Background: an optimization exercise with open tools, aiming at small area, a short achievable clock period and few clock cycles. Do not read the settings as production practice. Only simulation tests tie the RTL to the original design; equivalence was not proved.

Design frm_pack, start of the top module:
module frm_pack (
    input  wire        clk,
    input  wire        rst,
    input  wire        start,
    input  wire [7:0]  ft,
    input  wire [7:0]  sub,
    input  wire [15:0] cmd,          
    input  wire [7:0]  dlen,
    input  wire [11:0] plen,         
    output wire        idle,
    input  wire        pi_valid,
    output wire        pi_ready,
    input  wire [3:0]  pi_count,
    input  wire [63:0] pi_data,      
    output wire        fo_valid,
    input  wire        fo_ready,
    output wire [28:0] fo_id,
    output wire [3:0]  fo_len,
    output wire [63:0] fo_data,      
    output wire        done,
    output wire [7:0]  status,
    output wire [7:0]  subcode
);
    localparam [7:0]  HOST_ID  = 8'h08;
    localparam [11:0] MAX_PLEN = 12'd2034;    
    localparam [15:0] HDR_INIT = 16'h427B;
    reg         act;         
    reg         idle_r;
    reg         done_r;      
    reg         lastf;       
    reg         refused;
    reg         pok;         
    reg         fv;          
    reg  [7:0]  op_sub;
    reg         op_multi;
    reg  [7:0]  fcnt;        
    reg  [63:0] F;
    reg  [3:0]  f;
    reg  [63:0] R;
    reg  [3:0]  r;
    reg  [2:0]  rp;
    reg  [11:0] rem;         
    reg  [1:0]  tc;          
    reg  [15:0] crc;
    reg  [2:0]  cm;          
  ...
Size: roughly 1700 cells after synthesis, ~16000 µm² of cells after synthesis.
clock: 10.0 ns
lec_check: 0
cap_margin: 5
core_margin: 2
core_utilization: 40
cts_buf_list: sky130_fd_sc_hd__clkbuf_8
place_density: 0.6
setup_slack_margin: 5
slew_margin: 5
standard.sh (not shown) runs the stock make flow with config.mk's settings and CLKGATE_MAP_FILE= SYNTH_SCRIPT=/design/flow/synth_recipe.tcl, a recipe that flattens the netlist after the stock synthesis.
==> flow/flow/run.sh <==
#!/bin/bash
# The standard layout (standard.sh) with buf_1 cells as the port buffers.
# ORFS writes each step's log under orfs/logs; the make output goes to flow.log.
set -euo pipefail
sed 's|"\${@:-finish}"|"BUFFER_PORTS_ARGS=-buffer_cell sky130_fd_sc_hd__buf_1" "${@:-finish}"|' standard.sh > standard_own.sh
grep -q 'BUFFER_PORTS_ARGS=' standard_own.sh
bash standard_own.sh > flow.log 2>&1
Testbench counts at the start, summed over its fixed seeds: cycles 13,075.
Rerun with:
- CAP_MARGIN: 5 -> 20
- CORE_UTILIZATION: 40 -> 60
- CTS_BUF_LIST: sky130_fd_sc_hd__clkbuf_8 -> not set
- PLACE_DENSITY: 0.6 -> 0.75
- SLEW_MARGIN: 5 -> 20
What happened: Sequential share of layout area came out lower by 0.21 points; first-iteration DRC count rose by 38%; clock-buffer cell count is unchanged; register-to-register slack gets worse by 150 ps.
Rerun with:
==> flow/run.sh (new file) <==
#!/bin/bash
# synth_recipe.tcl (not shown) runs the flow's synth.tcl, then flattens the netlist and writes it again
# the make line also repeats each setting of config.mk as NAME=value (left out here)
make -C /OpenROAD-flow-scripts/flow DESIGN_CONFIG=/design/flow/config.mk WORK_HOME=/design/flow/orfs CLKGATE_MAP_FILE= SYNTH_SCRIPT=/design/flow/synth_recipe.tcl finish
- CORE_UTILIZATION: 60 -> 40
- PLACE_DENSITY: 0.75 -> 0.6
removed: flow/flow/run.sh
removed: flow/standard.sh
After rerunning: The changed run finished clean. Worst hold slack loses 42 ps. Setup slack loses 31 ps. Final cell count rises by 7.4%. Routed wire length rises by 8.1%. Sequential share of layout area falls by 2.4 points. Design area rises by 8.3%. Via count falls by 4.4%. First-iteration DRC count falls by 25%. Clock skew falls by 15 ps. Die area rises by 49%.
Rerun with:
==> flow/flow/run.sh (new file) <==
#!/bin/bash
# The standard layout (standard.sh) with buf_1 cells as the port buffers.
# ORFS writes each step's log under orfs/logs; the make output goes to flow.log.
set -euo pipefail
sed 's|"\${@:-finish}"|"BUFFER_PORTS_ARGS=-buffer_cell sky130_fd_sc_hd__buf_1" "${@:-finish}"|' standard.sh > standard_own.sh
grep -q 'BUFFER_PORTS_ARGS=' standard_own.sh
bash standard_own.sh > flow.log 2>&1
==> flow/standard.sh (new file) <==
#!/bin/bash
# synth_recipe.tcl (not shown) runs the flow's synth.tcl, then flattens the netlist and writes it again
# the make line also repeats each setting of config.mk as NAME=value (left out here)
make -C /OpenROAD-flow-scripts/flow DESIGN_CONFIG=/design/flow/config.mk WORK_HOME=/design/flow/orfs CLKGATE_MAP_FILE= SYNTH_SCRIPT=/design/flow/synth_recipe.tcl "${@:-finish}"
- CTS_BUF_LIST: not set -> sky130_fd_sc_hd__clkbuf_4 sky130_fd_sc_hd__clkbuf_8
- CTS_CLUSTER_SIZE: not set -> 30
removed: flow/run.sh
=> Global-route usage went down by 1.2 points; register-to-register slack degrades by 70 ps; count of clock-buffer cells in the layout stays the same; die area stays the same.

========
frm_pack again, from the RTL that the note above started with.
## frm_pack
module frm_pack (
    input  wire        clk,
    input  wire        rst,
    input  wire        start,
    input  wire [7:0]  ft,
    input  wire [7:0]  sub,
    input  wire [15:0] cmd,          
    input  wire [7:0]  dlen,
    input  wire [11:0] plen,         
    output wire        idle,
    input  wire        pi_valid,
    output wire        pi_ready,
    input  wire [3:0]  pi_count,
    input  wire [63:0] pi_data,      
    output wire        fo_valid,
    input  wire        fo_ready,
    output wire [28:0] fo_id,
    output wire [3:0]  fo_len,
    output wire [63:0] fo_data,      
    output wire        done,
    output wire [7:0]  status,
    output wire [7:0]  subcode
);
==> flow/config.mk <==
export PLATFORM = sky130hd
export DESIGN_NAME = frm_pack
export DESIGN_NICKNAME = frm_pack
export VERILOG_FILES = /design/flow/design.v
export SDC_FILE = /design/flow/constraint.sdc
export NUM_CORES = 4
export LEC_CHECK = 0
export CAP_MARGIN = 20
export CORE_MARGIN = 2
export CORE_UTILIZATION = 40
export PLACE_DENSITY = 0.6
export SETUP_SLACK_MARGIN = 5
export SLEW_MARGIN = 20
==> flow/constraint.sdc <==
create_clock -name core_clock -period 10.0 [get_ports {clk}]
set_input_delay 2.0000 -clock core_clock [delete_from_list [all_inputs] [get_ports {clk}]]
set_output_delay 2.0000 -clock core_clock [all_outputs]
set_load 0.01 [all_outputs]
==> flow/flow/run.sh <==
#!/bin/bash
# The standard layout (standard.sh) with buf_1 cells as the port buffers.
# ORFS writes each step's log under orfs/logs; the make output goes to flow.log.
set -euo pipefail
sed 's|"\${@:-finish}"|"BUFFER_PORTS_ARGS=-buffer_cell sky130_fd_sc_hd__buf_1" "${@:-finish}"|' standard.sh > standard_own.sh
grep -q 'BUFFER_PORTS_ARGS=' standard_own.sh
bash standard_own.sh > flow.log 2>&1
Testbench counts at the start, summed over its fixed seeds: cycles 13,075.
==> next run, changes <==
==> flow/flow/run.sh (replaced) <==
#!/bin/bash
# The standard layout (standard.sh) with buf_1 cells as the port buffers and a setup repair margin of 5.6 ns.
# ORFS writes each step's log under orfs/logs; the make output goes to flow.log.
set -euo pipefail
sed 's|"\${@:-finish}"|SETUP_SLACK_MARGIN=5.6 "BUFFER_PORTS_ARGS=-buffer_cell sky130_fd_sc_hd__buf_1" "${@:-finish}"|' standard.sh > standard_own.sh
grep -q 'BUFFER_PORTS_ARGS=' standard_own.sh
bash standard_own.sh > flow.log 2>&1
Effect:
- cell count climbs by about 4.3%
- design area climbs by 9.9%
- area after synthesis does not change
==> next run, changes <==
==> flow/flow/run.sh (replaced) <==
#!/bin/bash
# The standard layout (standard.sh) with buf_1 cells as the port buffers and a setup repair margin of 5.2 ns.
# ORFS writes each step's log under orfs/logs; the make output goes to flow.log.
set -euo pipefail
sed 's|"\${@:-finish}"|SETUP_SLACK_MARGIN=5.2 "BUFFER_PORTS_ARGS=-buffer_cell sky130_fd_sc_hd__buf_1" "${@:-finish}"|' standard.sh > standard_own.sh
grep -q 'BUFFER_PORTS_ARGS=' standard_own.sh
bash standard_own.sh > flow.log 2>&1
Settings changed: CTS_BUF_LIST set to sky130_fd_sc_hd__clkbuf_8.
Outcome: The new run finished with timing, DRC and antenna clean. Design area shrinks by 7.5%. Final cell count shrinks by 2.4%.
==> next run, changes <==
==> flow/flow/run.sh (replaced) <==
#!/bin/bash
# The standard layout (standard.sh) with buf_1 cells as the port buffers.
# ORFS writes each step's log under orfs/logs; the make output goes to flow.log.
set -euo pipefail
sed 's|"\${@:-finish}"|"BUFFER_PORTS_ARGS=-buffer_cell sky130_fd_sc_hd__buf_1" "${@:-finish}"|' standard.sh > standard_own.sh
grep -q 'BUFFER_PORTS_ARGS=' standard_own.sh
bash standard_own.sh > flow.log 2>&1
Settings changed: SETUP_SLACK_MARGIN 5 to 4.7.
After rerunning:
- The changed run completed with no timing, DRC or antenna violations
- core utilization falls by 2.6 points
- non-clock buffer count went down by 69
- clock skew increases by 0.0059 ns
==> next run, changes <==
Settings changed: SETUP_SLACK_MARGIN 4.7 to 5.
The new run ran to the end with no violations.
Sequential share of layout area went down by 0.86 points.
Critical path depth went up by 2.
Cell area increases by 2.7%.
Sequential cell count stays the same.
Final cell count rose by 0.91%.

## re-timing with driven ports
How much do the figures lean on ideal ports? The routed layouts below were timed once more, with nothing changed but the port constraints. Step 1, drivers: a clkbuf_16 drives clk and a buf_2 each remaining input, both assumed. Step 2 times the ports against the registers' clock, not the clock port: input delays grow and output delays shrink by t, the midpoint of the rising clock arrivals with the driver on. Slacks: ideal ports / drivers / drivers and shift; pairs: ideal ports / drivers.
run | shift t [ns] | slack for setup (ns) | worst setup path at the end
the first run of note 1 | 0.542 | 5.008 / 5.004 / 4.462 | input to register
the second run of note 1 | 0.508 | 4.966 / 4.966 / 4.576 | input to register
the third run of note 1 | 0.520 | 4.935 / 4.951 / 4.431 | input to register
the fourth run of note 1 | 0.540 | 5.013 / 5.007 / 4.467 | input to register
the first run of note 2 | 0.508 | 5.049 / 5.033 / 4.525 | input to register
the second run of note 2 | 0.502 | 5.136 / 5.121 / 4.630 | input to register
the third run of note 2 | 0.543 | 5.154 / 5.120 / 4.607 | input to register
the fourth run of note 2 | 0.546 | 4.733 / 4.762 / 4.216 | input to register
the fifth run of note 2 | 0.540 | 5.013 / 5.007 / 4.467 | input to register
After both steps every run listed still meets setup and hold. The setup slack of the third run of note 2, which loses most, moves by -0.034 ns with the drivers and by -0.547 ns with both steps.
